Background: an optimization exercise with open tools, aiming at small area. Do not read the settings as production practice.
The RTL was checked by simulation tests, not by an equivalence proof against the original design.
Power figures rest on the tool's default switching activity, not on a simulated workload.

File: flow/design.v
module jbc_cc (
    input  wire        clk,
    input  wire        rst,
    input  wire        ev_valid,
    input  wire [31:0] ev_word,
    output wire        ev_ready,
    output reg         ev_done,
    output wire        heater,
    output reg         adc_start,
    output reg         enc_wr,
    output wire [15:0] enc_wr_val,
    output wire [15:0] rd_data
);
    localparam [1:0]  M_ACTIVE = 2'd0, M_HOLDER = 2'd1, M_REMOVED = 2'd2, M_DISC = 2'd3;
    localparam [19:0] C_LO  = 20'd523466;
    localparam [19:0] K_FLT = 20'd87937;
    localparam [19:0] K_D10 = 20'd3277;
    function gt16;
        input [15:0] a;
        input [15:0] b;
        integer i;
        reg g;
        begin
            g = 1'b0;
            for (i = 0; i < 16; i = i + 1)
                g = (a[i] & ~b[i]) | (~(a[i] ^ b[i]) & g);
            gt16 = g;
        end
    endfunction
    reg  [3:0]  slot;
    reg  [3:0]  dc;              
    reg  [3:0]  dfc;             
    reg         out_en;
    reg  [1:0]  warmup;
    reg  [6:0]  q;               
    reg  [10:0] err0;            
    reg  [7:0]  integ;           
    reg         tip_removed;
    reg         iron_disc;
    reg         iron_holder;
    reg         runaway;
    reg         blink_phase;
    reg  [1:0]  mode_state;
    reg  [8:0]  backup_sp;
    reg         sp_cap;          
    reg         dsp_cap;         
    reg  [2:0]  hold_periods;
    reg  [6:0]  dq;              
    reg  [3:0]  ddc;             
    reg  [31:0] ms_clock;
    reg  [8:0]  blink_ms;
    reg  [15:0] kp100, ki100, kd100;
    reg  [5:0]  cnt;
    reg         kind_rfr;
    reg         kind_tick;
    reg         enc_hi;
    reg  [19:0] H;
    reg  [12:0] M;
    wire idle   = (cnt == 6'd0);
    assign ev_ready = idle;
    wire accept = ev_valid & idle & ~rst;
    wire [3:0] op = ev_word[31:28];
    wire is_zcm  = (op == 4'd1) && (ev_word[27:15] == 13'd0);
    wire is_zcd  = (ev_word == 32'h2000_0000);
    wire is_tick = (ev_word == 32'h3000_0000);
    wire is_rfr  = (op == 4'd4) && (ev_word[27:18] == 10'd0);
    wire is_wrg  = (op == 4'd5) && (ev_word[27:20] == 8'd0);
    wire is_rds  = (op == 4'd6) && (ev_word[27:20] == 8'd0) && (ev_word[15:0] == 16'd0);
    wire is_rst  = (ev_word == 32'h7000_0000);
    wire [11:0] z_sample = ev_word[11:0];
    wire acq_fail = ~ev_word[12] | gt16({4'd0, z_sample}, 16'd3500);
    wire slot0    = (slot == 4'd0);
    wire z_eval   = is_zcm & slot0 & ~acq_fail;
    wire        r_neg   = ev_word[15];
    wire        r_big   = ~ev_word[15] & gt16({1'b0, ev_word[14:0]}, 16'd4500);
    wire [1:0]  r_mode  = tip_removed ? M_REMOVED :
                          ev_word[17] ? M_DISC    :
                          ev_word[16] ? M_HOLDER  : M_ACTIVE;
    wire        bsp_gt150 = gt16({7'd0, backup_sp}, 16'd150);
    wire [8:0]  setpoint  = (sp_cap  & bsp_gt150) ? 9'd150 : backup_sp;
    wire [8:0]  disp_sp   = (dsp_cap & bsp_gt150) ? 9'd150 : backup_sp;
    assign heater     = out_en & ~slot0 & ~gt16({12'd0, slot}, {12'd0, dc});
    assign enc_wr_val = enc_hi ? 16'd4500 : 16'd0;
    assign rd_data    = H[15:0];
    wire [15:0] status = {3'd0, (hold_periods != 3'd0), mode_state, warmup,
                          blink_phase, 1'b0, runaway, iron_holder, iron_disc,
                          tip_removed, out_en, heater};
    wire [3:0] ridx = ev_word[19:16];
    wire [6:0] rq   = ridx[3] ? dq : q;
    wire [7:0] r5q_hi;
    rca #(.W(8)) u_r5q (.a({1'b0, rq}), .b({3'd0, rq[6:2]}), .ci(1'b0),
                        .s(r5q_hi), .co());
    wire [15:0] r5qf = {6'd0, r5q_hi, rq[1:0]};
    wire [3:0] rdc  = (ridx == 4'd5) ? dc : (ridx == 4'd6) ? dfc : ddc;
    wire [4:0] rx5_hi;
    rca #(.W(5)) u_rx5 (.a({1'b0, rdc}), .b({3'd0, rdc[3:2]}), .ci(1'b0),
                        .s(rx5_hi), .co());
    wire [15:0] rx10f = {8'd0, rx5_hi[4:0], rdc[1:0], 1'b0};
    reg [15:0] rsel;
    always @(*) begin
        case (ridx)
            4'd0:  rsel = kp100;
            4'd1:  rsel = ki100;
            4'd2:  rsel = kd100;
            4'd3:  rsel = {12'd0, slot};
            4'd4:  rsel = status;
            4'd5:  rsel = rx10f;
            4'd6:  rsel = rx10f;
            4'd7:  rsel = r5qf;
            4'd8:  rsel = {7'd0, setpoint};
            4'd9:  rsel = {7'd0, backup_sp};
            4'd10: rsel = {7'd0, disp_sp};
            4'd11: rsel = r5qf;
            4'd12: rsel = rx10f;
            4'd13: rsel = {13'd0, hold_periods};
            4'd14: rsel = ms_clock[15:0];
            default: rsel = ms_clock[31:16];
        endcase
    end
    wire [10:0] pid_dec;
    assign pid_dec[0] = (cnt == 6'd21) | (cnt == 6'd24) | (cnt == 6'd27) | (cnt == 6'd30) | (cnt == 6'd33) | (cnt == 6'd36) | (cnt == 6'd39) | (cnt == 6'd42) | (cnt == 6'd45) | (cnt == 6'd48) | (cnt == 6'd51) | (cnt == 6'd54);
    assign pid_dec[1] = (cnt == 6'd22) | (cnt == 6'd25) | (cnt == 6'd28) | (cnt == 6'd31) | (cnt == 6'd34) | (cnt == 6'd37) | (cnt == 6'd40) | (cnt == 6'd43) | (cnt == 6'd46) | (cnt == 6'd49) | (cnt == 6'd52) | (cnt == 6'd55);
    assign pid_dec[2] = (cnt == 6'd23) | (cnt == 6'd24) | (cnt == 6'd25) | (cnt == 6'd29) | (cnt == 6'd30) | (cnt == 6'd31) | (cnt == 6'd35) | (cnt == 6'd36) | (cnt == 6'd37) | (cnt == 6'd41) | (cnt == 6'd42) | (cnt == 6'd43) | (cnt == 6'd44) | (cnt == 6'd45) | (cnt == 6'd46) | (cnt == 6'd47) | (cnt == 6'd48) | (cnt == 6'd49) | (cnt == 6'd50) | (cnt == 6'd51) | (cnt == 6'd52) | (cnt == 6'd53) | (cnt == 6'd54) | (cnt == 6'd55);
    assign pid_dec[3] = (cnt == 6'd26) | (cnt == 6'd27) | (cnt == 6'd28) | (cnt == 6'd29) | (cnt == 6'd30) | (cnt == 6'd31) | (cnt == 6'd38) | (cnt == 6'd39) | (cnt == 6'd40) | (cnt == 6'd41) | (cnt == 6'd42) | (cnt == 6'd43) | (cnt == 6'd44) | (cnt == 6'd45) | (cnt == 6'd46) | (cnt == 6'd47) | (cnt == 6'd48) | (cnt == 6'd49) | (cnt == 6'd50) | (cnt == 6'd51) | (cnt == 6'd52) | (cnt == 6'd53) | (cnt == 6'd54) | (cnt == 6'd55);
    assign pid_dec[4] = (cnt == 6'd32) | (cnt == 6'd33) | (cnt == 6'd34) | (cnt == 6'd35) | (cnt == 6'd36) | (cnt == 6'd37) | (cnt == 6'd38) | (cnt == 6'd39) | (cnt == 6'd40) | (cnt == 6'd41) | (cnt == 6'd42) | (cnt == 6'd43) | (cnt == 6'd44) | (cnt == 6'd45) | (cnt == 6'd46) | (cnt == 6'd47) | (cnt == 6'd48) | (cnt == 6'd49) | (cnt == 6'd50) | (cnt == 6'd51) | (cnt == 6'd52) | (cnt == 6'd53) | (cnt == 6'd54) | (cnt == 6'd55);
    assign pid_dec[5] = (cnt == 6'd23) | (cnt == 6'd24) | (cnt == 6'd25) | (cnt == 6'd29) | (cnt == 6'd30) | (cnt == 6'd31) | (cnt == 6'd35) | (cnt == 6'd36) | (cnt == 6'd37) | (cnt == 6'd41) | (cnt == 6'd42) | (cnt == 6'd43) | (cnt == 6'd47) | (cnt == 6'd48) | (cnt == 6'd49);
    assign pid_dec[6] = (cnt == 6'd26) | (cnt == 6'd27) | (cnt == 6'd28) | (cnt == 6'd29) | (cnt == 6'd30) | (cnt == 6'd31) | (cnt == 6'd38) | (cnt == 6'd39) | (cnt == 6'd40) | (cnt == 6'd41) | (cnt == 6'd42) | (cnt == 6'd43) | (cnt == 6'd50) | (cnt == 6'd51) | (cnt == 6'd52) | (cnt == 6'd53) | (cnt == 6'd54) | (cnt == 6'd55);
    assign pid_dec[7] = (cnt == 6'd32) | (cnt == 6'd33) | (cnt == 6'd34) | (cnt == 6'd35) | (cnt == 6'd36) | (cnt == 6'd37) | (cnt == 6'd38) | (cnt == 6'd39) | (cnt == 6'd40) | (cnt == 6'd41) | (cnt == 6'd42) | (cnt == 6'd43);
    assign pid_dec[8] = (cnt == 6'd44) | (cnt == 6'd45) | (cnt == 6'd46) | (cnt == 6'd47) | (cnt == 6'd48) | (cnt == 6'd49) | (cnt == 6'd50) | (cnt == 6'd51) | (cnt == 6'd52) | (cnt == 6'd53) | (cnt == 6'd54) | (cnt == 6'd55);
    assign pid_dec[9] = (cnt == 6'd53) | (cnt == 6'd54) | (cnt == 6'd55);
    assign pid_dec[10] = (cnt == 6'd20) | (cnt == 6'd21) | (cnt == 6'd22) | (cnt == 6'd23) | (cnt == 6'd24) | (cnt == 6'd25) | (cnt == 6'd26) | (cnt == 6'd27) | (cnt == 6'd28) | (cnt == 6'd29) | (cnt == 6'd30) | (cnt == 6'd31) | (cnt == 6'd32) | (cnt == 6'd33) | (cnt == 6'd34) | (cnt == 6'd35) | (cnt == 6'd36) | (cnt == 6'd37) | (cnt == 6'd38) | (cnt == 6'd39) | (cnt == 6'd40) | (cnt == 6'd41) | (cnt == 6'd42) | (cnt == 6'd43) | (cnt == 6'd44) | (cnt == 6'd45) | (cnt == 6'd46) | (cnt == 6'd47) | (cnt == 6'd48) | (cnt == 6'd49) | (cnt == 6'd50) | (cnt == 6'd51) | (cnt == 6'd52) | (cnt == 6'd53) | (cnt == 6'd54) | (cnt == 6'd55);
    wire       p_neg = pid_dec[9];
    wire [3:0] p_ei  = pid_dec[8:5];
    wire [2:0] p_ii  = pid_dec[4:2];
    wire [1:0] p_ts  = pid_dec[1:0];
    wire busy_z = ~idle & ~kind_rfr & ~kind_tick;
    wire c_mac  = (cnt[5:4] == 2'd0) & (cnt[3:2] != 2'b11);    
    wire s_12   = (cnt == 6'd12), s_13 = (cnt == 6'd13), s_14 = (cnt == 6'd14);
    wire s_15   = (cnt == 6'd15), s_16 = (cnt == 6'd16), s_17 = (cnt == 6'd17);
    wire s_18   = (cnt == 6'd18), s_19 = (cnt == 6'd19), s_20 = (cnt == 6'd20);
    wire s_56   = (cnt == 6'd56), s_57 = (cnt == 6'd57), s_58 = (cnt == 6'd58);
    wire s_59   = (cnt == 6'd59);
    wire z_mac  = busy_z & (c_mac | s_12);
    wire z_pid  = busy_z & pid_dec[10];
    wire p_kp = z_pid & (p_ts == 2'd0);
    wire p_ki = z_pid & (p_ts == 2'd1);
    wire p_kd = z_pid & (p_ts == 2'd2);
    wire [19:0] err0_x = {{9{err0[10]}}, err0};
    wire e_bit = err0[p_ei];
    wire i_bit = integ[p_ii];
    wire k_clo  = idle & ~is_rds & ~is_tick & ~is_rfr;
    wire k_rsel = idle & is_rds;
    wire k_mslo = idle & is_tick;
    wire k_mshi = ~idle & kind_tick;
    wire k_d10  = ~idle & kind_rfr & M[0];
    wire k_flt  = z_mac & M[0];
    wire k_q9   = busy_z & s_13;
    wire k_sp   = busy_z & (s_14 | s_56);
    wire k_q2   = busy_z & s_15;
    wire k_q    = busy_z & s_16;
    wire k_e    = busy_z & (s_17 | s_19);
    wire k_i    = busy_z & s_18;
    wire k_e8   = busy_z & s_57;
    wire k_e2   = busy_z & s_58;
    wire k_kp   = p_kp & e_bit;
    wire k_ki   = p_ki & i_bit;
    wire k_kd   = p_kd & M[0];
    wire [19:0] d_k =
          ({20{k_clo}}  & C_LO)
        | ({20{k_rsel}} & {4'd0, rsel})
        | ({20{k_mslo}} & {4'd0, ms_clock[15:0]})
        | ({20{k_mshi}} & {4'd0, ms_clock[31:16]})
        | ({20{k_d10}}  & K_D10)
        | ({20{k_flt}}  & K_FLT)
        | ({20{k_q9}}   & {4'd0, q, 9'd0})
        | ({20{k_sp}}   & {11'd0, setpoint})
        | ({20{k_q2}}   & {11'd0, q, 2'd0})
        | ({20{k_q}}    & {13'd0, q})
        | ({20{k_e}}    & err0_x)
        | ({20{k_i}}    & {{12{integ[7]}}, integ})
        | ({20{k_e8}}   & {err0_x[16:0], 3'd0})
        | ({20{k_e2}}   & {err0_x[18:0], 1'd0})
        | ({20{k_kp}}   & {4'd0, kp100})
        | ({20{k_ki}}   & {4'd0, ki100})
        | ({20{k_kd}}   & {4'd0, kd100});
    wire d_neg   = (busy_z & (s_15 | s_16 | s_17)) | ((k_kp | k_ki | k_kd) & p_neg);
    wire d_load  = idle | k_mshi | (busy_z & (s_14 | s_18 | s_20 | s_56));
    wire d_shift = (~idle & kind_rfr) | z_mac | p_kd;
    wire d_cin   = d_neg | k_mslo | (k_mshi & H[16]);
    wire [19:0] k_x  = d_neg ? ~d_k : d_k;
    wire [19:0] h_in = d_load ? 20'd0 : H;
    wire [20:0] sum;
    rca #(.W(21)) u_add (.a({h_in[19], h_in}), .b({k_x[19], k_x}), .ci(d_cin),
                         .s(sum), .co());
    wire [9:0] w = H[17:8];
    wire [6:0] q_new;
    reg  [2:0] rem;
    reg  [3:0] t;
    reg  [10:0] wq;
    integer b;
    always @(*) begin
        rem = 3'd0;
        wq  = 11'd0;
        for (b = 9; b >= 0; b = b - 1) begin
            t = {rem, w[b]};
            wq[b] = t[3] | (t[2] & (t[1] | t[0]));           
            case (t)
                4'd5: rem = 3'd0;
                4'd6: rem = 3'd1;
                4'd7: rem = 3'd2;
                4'd8: rem = 3'd3;
                4'd9: rem = 3'd4;
                default: rem = t[2:0];
            endcase
        end
    end
    rca #(.W(7)) u_qn (.a(wq[6:0]), .b(7'd2), .ci(rem != 3'd0), .s(q_new), .co());
    wire i_hi = ~H[11] & gt16({5'd0, H[10:0]}, 16'd100);
    wire i_lo =  H[11] & ~gt16({5'd0, H[10:0]}, 16'd1947);
    wire [7:0] integ_new = i_hi ? 8'd100 : i_lo ? 8'h9c : H[7:0];
    wire        u_neg  = H[19];
    wire        u_zero = (H == 20'd0) && (M[12:1] == 12'd0);
    wire        u_big  = (H[18:2] != 17'd0) || (H[1] & H[0]);
    wire [15:0] u_lo   = {2'd0, H[1:0], M[12:1]};
    wire [3:0]  u_div  = gt16(u_lo,  16'd9999) ? 4'd10 :
                         gt16(u_lo,  16'd8999) ? 4'd9  :
                         gt16(u_lo,  16'd7999) ? 4'd8  :
                         gt16(u_lo,  16'd6999) ? 4'd7  :
                         gt16(u_lo,  16'd5999) ? 4'd6  :
                         gt16(u_lo,  16'd4999) ? 4'd5  :
                         gt16(u_lo,  16'd3999) ? 4'd4  :
                         gt16(u_lo,  16'd2999) ? 4'd3  :
                         gt16(u_lo,  16'd1999) ? 4'd2  :
                         gt16(u_lo,  16'd999)  ? 4'd1  : 4'd0;
    wire [3:0]  dc_new = (u_neg | u_zero) ? 4'd0 : u_big ? 4'd10 : u_div;
    wire [4:0]  dsum;
    rca #(.W(4)) u_dsum (.a(dc_new), .b(dfc), .ci(1'b0), .s(dsum[3:0]), .co(dsum[4]));
    wire [8:0]  r_raw    = H[10:2];
    wire        r_change = (r_raw != backup_sp);
    wire [5:0] cnt_inc;
    rca #(.W(6)) u_cnt (.a(cnt), .b(6'd0), .ci(1'b1), .s(cnt_inc), .co());
    wire [3:0] slot_inc;
    rca #(.W(4)) u_slot (.a(slot), .b(4'd0), .ci(1'b1), .s(slot_inc), .co());
    wire [8:0] blink_inc;
    rca #(.W(9)) u_blk (.a(blink_ms), .b(9'd0), .ci(1'b1), .s(blink_inc), .co());
    wire last = kind_tick ? (cnt == 6'd2) : kind_rfr ? (cnt == 6'd14) : s_59;
    always @(posedge clk) begin
        H <= d_shift ? sum[20:1] : sum[19:0];
        if (idle)
            M <= is_rfr ? (r_neg ? 13'd0 : r_big ? 13'd4500 : ev_word[12:0]) :
                 {1'b0, z_sample};
        else if (d_shift)
            M <= {sum[0], M[12:1]};
        else if (busy_z & (s_17 | s_18))
            M <= H[12:0];
        if (idle) begin
            enc_wr    <= is_rfr & (r_neg | r_big);
            enc_hi    <= r_big;
            adc_start <= is_zcm & slot0;
            kind_rfr  <= is_rfr;
            kind_tick <= is_tick;
        end
    end
    always @(posedge clk) begin
        if (rst || (accept && is_rst)) begin
            ev_done      <= accept & ~rst;
            cnt          <= 6'd0;
            slot         <= 4'd0;
            dc           <= 4'd0;
            dfc          <= 4'd0;
            out_en       <= 1'b0;
            warmup       <= 2'd0;
            q            <= 7'd0;
            err0         <= 11'd0;
            integ        <= 8'd0;
            tip_removed  <= 1'b0;
            iron_disc    <= 1'b0;
            iron_holder  <= 1'b0;
            runaway      <= 1'b0;
            blink_phase  <= 1'b0;
            mode_state   <= M_ACTIVE;
            backup_sp    <= 9'd0;
            sp_cap       <= 1'b0;
            dsp_cap      <= 1'b0;
            hold_periods <= 3'd0;
            dq           <= 7'd0;
            ddc          <= 4'd0;
            ms_clock     <= 32'd0;
            blink_ms     <= 9'd0;
            kp100        <= 16'd170;
            ki100        <= 16'd15;
            kd100        <= 16'd50;
        end else if (idle) begin
            ev_done <= accept & ~z_eval & ~is_rfr & ~is_tick;
            if (accept) begin
                if (is_zcm && slot0) begin
                    iron_disc   <= ev_word[13];
                    iron_holder <= ev_word[14];
                    tip_removed <= acq_fail;
                    if (acq_fail) begin
                        runaway <= 1'b0;
                        out_en  <= 1'b0;
                        dc      <= 4'd0;
                        dfc     <= 4'd0;
                    end else begin
                        cnt <= 6'd1;
                    end
                end
                if (is_zcd)
                    slot <= (slot == 4'd10) ? 4'd0 : slot_inc;
                if (is_tick) begin
                    cnt <= 6'd1;
                    if (blink_ms == 9'd499) begin
                        blink_ms    <= 9'd0;
                        blink_phase <= ~blink_phase;
                        if (hold_periods != 3'd0)
                            hold_periods <= hold_periods - 3'd1;
                    end else begin
                        blink_ms <= blink_inc;
                    end
                end
                if (is_rfr) begin
                    cnt        <= 6'd1;
                    sp_cap     <= ev_word[16];
                    mode_state <= r_mode;
                    dq         <= q;
                    ddc        <= r_mode[1] ? 4'd0 : dfc;
                end
                if (is_wrg) begin
                    case (ev_word[19:16])
                        4'd0:  kp100 <= ev_word[15:0];
                        4'd1:  ki100 <= ev_word[15:0];
                        4'd2:  kd100 <= ev_word[15:0];
                        4'd14: ms_clock[15:0]  <= ev_word[15:0];
                        4'd15: ms_clock[31:16] <= ev_word[15:0];
                        default: ;
                    endcase
                end
            end
        end else begin
            cnt     <= last ? 6'd0 : cnt_inc;
            ev_done <= last;
            if (kind_tick) begin
                if (cnt == 6'd1)
                    ms_clock[15:0] <= H[15:0];
                else
                    ms_clock[31:16] <= H[15:0];
            end else if (kind_rfr) begin
                if (last) begin
                    backup_sp <= r_raw;
                    if (r_change)
                        hold_periods <= 3'd4;
                    dsp_cap <= (mode_state == M_HOLDER) && !r_change && (hold_periods == 3'd0);
                end
            end else begin
                if (s_14)
                    q <= q_new;
                if (s_18)
                    err0 <= M[10:0];
                if (s_20)
                    integ <= integ_new;
                if (s_56) begin
                    if (iron_disc) begin
                        dc  <= 4'd0;
                        dfc <= 4'd0;
                    end else begin
                        dc  <= dc_new;
                        dfc <= dsum[4:1];
                    end
                end
                if (s_59) begin
                    runaway <= H[19];
                    if (warmup != 2'd3)
                        warmup <= warmup + 2'd1;
                    out_en <= ~iron_disc & (warmup == 2'd3) & ~H[19];
                end
            end
        end
    end
endmodule
module rca #(parameter W = 8) (
    input  wire [W-1:0] a,
    input  wire [W-1:0] b,
    input  wire         ci,
    output wire [W-1:0] s,
    output wire         co
);
    wire [W:0] c;
    assign c[0] = ci;
    genvar i;
    generate
        for (i = 0; i < W; i = i + 1) begin : g_fa
            assign s[i]   = a[i] ^ b[i] ^ c[i];
            assign c[i+1] = (a[i] & b[i]) | (c[i] & (a[i] ^ b[i]));
        end
    endgenerate
    assign co = c[W];
endmodule
File: flow/run.sh
#!/bin/bash
# synth_recipe.tcl (not shown) runs the flow's synth.tcl, then flattens the netlist and writes it again
# the make line also repeats each setting of config.mk as NAME=value (left out here)
make -C /OpenROAD-flow-scripts/flow DESIGN_CONFIG=/design/flow/config.mk WORK_HOME=/design/flow/orfs CLKGATE_MAP_FILE= SYNTH_SCRIPT=/design/flow/synth_recipe.tcl finish
File: flow/config.mk
export PLATFORM = sky130hd
export DESIGN_NAME = jbc_cc
export DESIGN_NICKNAME = jbc_cc
export VERILOG_FILES = /design/flow/design.v
export SDC_FILE = /design/flow/constraint.sdc
export NUM_CORES = 4
export LEC_CHECK = 0
export ABC_AREA = 1
export CAP_MARGIN = 20
export CORE_MARGIN = 2
export CORE_UTILIZATION = 40
export SLEW_MARGIN = 20
File: flow/constraint.sdc
create_clock -name core_clock -period 48.0 [get_ports {clk}]
set_input_delay 9.6000 -clock core_clock [delete_from_list [all_inputs] [get_ports {clk}]]
set_output_delay 9.6000 -clock core_clock [all_outputs]
set_load 0.01 [all_outputs]
==> impl_metrics.py <==
metrics = {
    "yosys": {
        "yosysUniqueCellTypes": 60,
        "syn-cell-area_um2": 14300,
        "synth.avg_cell_area_um2": 6.49,
        "postSynthCellCount": 2206,
        "ys_warn_count": 1,
        "ys_ff_latch": 207,
        "synth_area_leaders": "dfxtp_1 26%, nand2_1 13%, inv_1 8.2%",
        "yosysTopAreaCellShare_pct": 26.4,
        "synth_area_leader_cell": "dfxtp_1",
        "seq_area_frac_synth_pct": 30.2,
        "ys.flop_type": "dfxtp_1",
        "synth-edff-count": 18,
        "async_reset_ff_share_pct": 0,
    },
    "cts": {
        "cts_tree": "done",
        "clk_pin_slew_ns": 0.06,
        "htreeDepth": 1,
        "root_buffer": "clkbuf_16",
        "insertion_delay_ns": 0.55,
        "cts_buffers": 24,
        "cts_buffer_depth": 3,
        "post_cts_buffers": 0,
        "cts_sinks": 207,
        "cts_hold_buf": 0,
        "cts_resized": 0,
    },
    "sta": {
        "period_needed_ns": 19.95,
        "final_hold_viol_count": 0,
        "fin_crit_sh_pct": 41.6,
        "fin_hold_ws_ns": 0.460,
        "clock_skew_ns": 0.0152,
        "max_freq_mhz": 50.1,
        "tightest_slew_ns": 1.00,
        "rsz0062_at_grt": "no",
        "fin_setup_tns_ns": 0,
        "max_slew_margin_pct": 33.2,
        "slew_violations": 0,
        "setup_violations": 0,
        "finalWorstSetupSlack_ns": 28.05,
    },
    "cells_and_area": {
        "final_nets": 2317,
        "utilization_pct": 45.2,
        "final_cells": 2700,
        "multi_input_area_um2": 8250,
        "syn_to_final_growth_pct": 11.7,
        "seqCellArea_um2": 4320,
        "fill_cells": 3777,
        "layout-drive-gt1-share_pct": 4.96,
    },
    "critical_path": {
        "r2r-start": "cnt[1]",
        "reg2reg_depth": 46,
        "cp_slowest_stage_delay_ns": 0.72,
        "crit_top_cell": "fa_1",
        "endpoint_kind": "flip-flop",
        "start_kind": "input pin",
        "crit_fanout": 12,
        "reg2reg_slack_ns": 36.15,
        "cp.arrival_ns": 20.36,
        "cp.required_ns": 48.41,
        "cpMaxStageDelayCell": "clkdlybuf4s50_1",
        "path_class": "in2reg",
        "r2r_end": "H[19]",
    },
    "hold_path": {
        "hp-start": "hold_periods[0]",
        "min_path_cells": 1,
        "holdPathEnd": "hold_periods[0]",
        "min_path_type": "reg2reg",
    },
    "drt": {
        "firstDrtPassIters": 6,
        "vias": 15800,
        "vias_per_cell": 5.84,
        "wirelength_um": 63000,
        "wl_per_cell_um": 23.3,
        "drc": 0,
        "drtAntennaViolNets": 0,
        "drt-initial-drc-count": 1868,
    },
    "floorplan": {
        "ios": 72,
        "core-area_um2": 35400,
        "initial_utilization_pct": 40.4,
        "die_w_um": 193,
        "die_y_um": 193,
        "num_rows": 69,
        "dieArea_um2": 37300,
    },
    "grt": {
        "grt_use_total_pct": 33.8,
        "grt_pass1_vias": 14700,
        "antenna_found_initial": 0,
        "grt-ovfl-total": 0,
        "grt_max_degree": 91,
        "grt_first_pass_wirelength_um": 93700,
    },
    "placed_design": {
        "dp.cells": 2655,
        "dpl.hpwl_um": 49400,
        "routabilityCongestion": 1.04,
        "place_ws_ns": 27.59,
        "port-buffer-count": 60,
    },
    "job": {
        "drv_cap": 0,
    },
    "power_and_ir_drop": {
        "p_leak_nw": 6.70,
        "ir_drop_uv": 24.5,
        "power.density_nw_per_um2": 24.5,
    },
    "run_status": {
        "outcome": "timing/DRC/antenna clean",
    },
}
==> report_power, final <==
group	leakage (nW)	internal (mW)	total, mW	switching, mW
logic	4.59	0.00678	0.0215	0.0148
clock network	0.390	0.112	0.194	0.0825
registers	1.72	0.175	0.176	0.000914
==> flip-flops by register name (all words and copies together) (netlist names), 2 cells and up <==
signal        count
H                20
M                13
backup_sp         9
blink_ms          9
cnt               6
dc                4
ddc               4
dfc               4
dq                7
err0             11
hold_periods      3
integ             8
kd100            16
ki100            16
kp100            16
mode_state        2
ms_clock         32
q                 7
slot              4
warmup            2
==> metrics by stage <==
| step | total power [mW] | cell area [um^2] |
|---|---|---|
| floorplan | 0.191 | 14400 |
| global placement | 0.200 | 15200 |
| detailed placement | 0.200 | 15200 |
| CTS | 0.392 | 16000 |
| global route | 0.402 | 16000 |
| finish | 0.391 | 16000 |
==> cells in the final DEF, fill, tap and decap left out, types with 14 or more instances in the layout <==
master	n
nand2_1	478
inv_1	310
nor2_1	223
o21ai_0	223
dfxtp_1	189
a21oi_1	188
nand3_1	94
clkdlybuf4s50_1	60
o22ai_1	38
ha_1	33
nand4_1	31
o211ai_1	31
fa_1	29
nor3_1	26
clkbuf_16	25
buf_4	22
edfxtp_1	18
a211oi_1	17
nor4_1	16
clkinv_1	14
==> cells in the mapped netlist (3+ instances only) <==
master / number
nand2_1: 478
inv_1: 311
nor2_1: 224
o21ai_0: 223
dfxtp_1: 189
a21oi_1: 188
nand3_1: 94
clkbuf_1: 60
o22ai_1: 38
buf_4: 37
ha_1: 33
nand4_1: 31
o211ai_1: 31
fa_1: 29
nor3_1: 27
edfxtp_1: 18
a211oi_1: 17
nor4_1: 17
inv_2: 13
o21ai_1: 13
clkinv_1: 12
a221oi_1: 11
nand2_2: 10
a22oi_1: 9
nand3b_1: 9
o2111ai_1: 7
or2_2: 6
a31oi_1: 5
buf_2: 5
nor2_2: 5
a32o_1: 4
o221ai_1: 4
o31ai_1: 4
xor2_1: 4
a2111oi_0: 3
mux2i_1: 3
o311ai_0: 3
==> per-layer routing <==
layer	part of all wire, %	wire [um]	track usage, %
met1	43	26800	46.7
met2	42	26700	51.6
met3	9.3	5880	5.18
met4	5.8	3640	16.4
met5	0	0	0
==> kinds of logic (layout without fill, tap and decap cells) <==
kind of cell | after synthesis | in the layout | share of synthesized area, %
compound gates | 571 | 571 | 22.6
mux | 3 | 3 | 0.210
other cells | 1 | 12 | 0.0262
buf+inv | 440 | 462 | 12.6
xor+xnor | 6 | 6 | 0.367
fa+ha+maj | 62 | 62 | 6.94
simple gates | 916 | 916 | 27.1
flops | 207 | 207 | 30.2
==> final cells by class <==
class	instances	share of cell area, %
Clock buffer	29	4.01
Timing Repair Buffer	82	4.79
Antenna cell	1	0.0157
Inverter	336	7.89
Clock inverter	15	1.04
Multi-Input combinational cell	1569	51.6
Tap cell	461	3.61
Sequential cell	207	27.0
==> worst max-delay path: cells and delay by family <==
kind | cells | cell delay [ns]
fa+ha+maj | 20 | 7.20
simple gates | 8 | 1.12
compound gates | 5 | 0.95
buf+inv | 8 | 1.47
==> worst max-delay path by stage <==
stage	from	cells after the start	end
floorplan	ev_word[27]	42	H[19]
global placement	ev_word[19]	41	H[19]
detailed placement	ev_word[19]	41	H[19]
CTS	ev_word[19]	41	H[19]
global route	ev_word[19]	44	H[19]
finish	ev_word[19]	41	H[19]

## what the ideal ports hide
The flow's constraints put no driver on any port. The routed layout listed below was extracted and timed again, unchanged, in two steps. Step 1 sets driving cells, clkbuf_16 on the clock port and buf_2 on the other inputs (assumed; they add their load-dependent delay and slew). Step 2 times the ports against the registers' clock, not the clock port: input delays grow and output delays shrink by t, the midpoint of the rising clock arrivals with the driver on. Three values: no drivers, after step 1, after step 2; two values: the first two.
t (ns): 0.594
setup WS [ns]: 28.048 / 28.066 / 27.472
hold WS [ns]: 0.460 / 0.460 / 0.460
worst slew at a driven data input, ns: 0.04
cell pins on the clock port's net: 1
After both steps setup and hold are still met in this run. For this run, drivers alone change the setup slack by +0.018 ns; drivers and shift together by -0.576 ns.
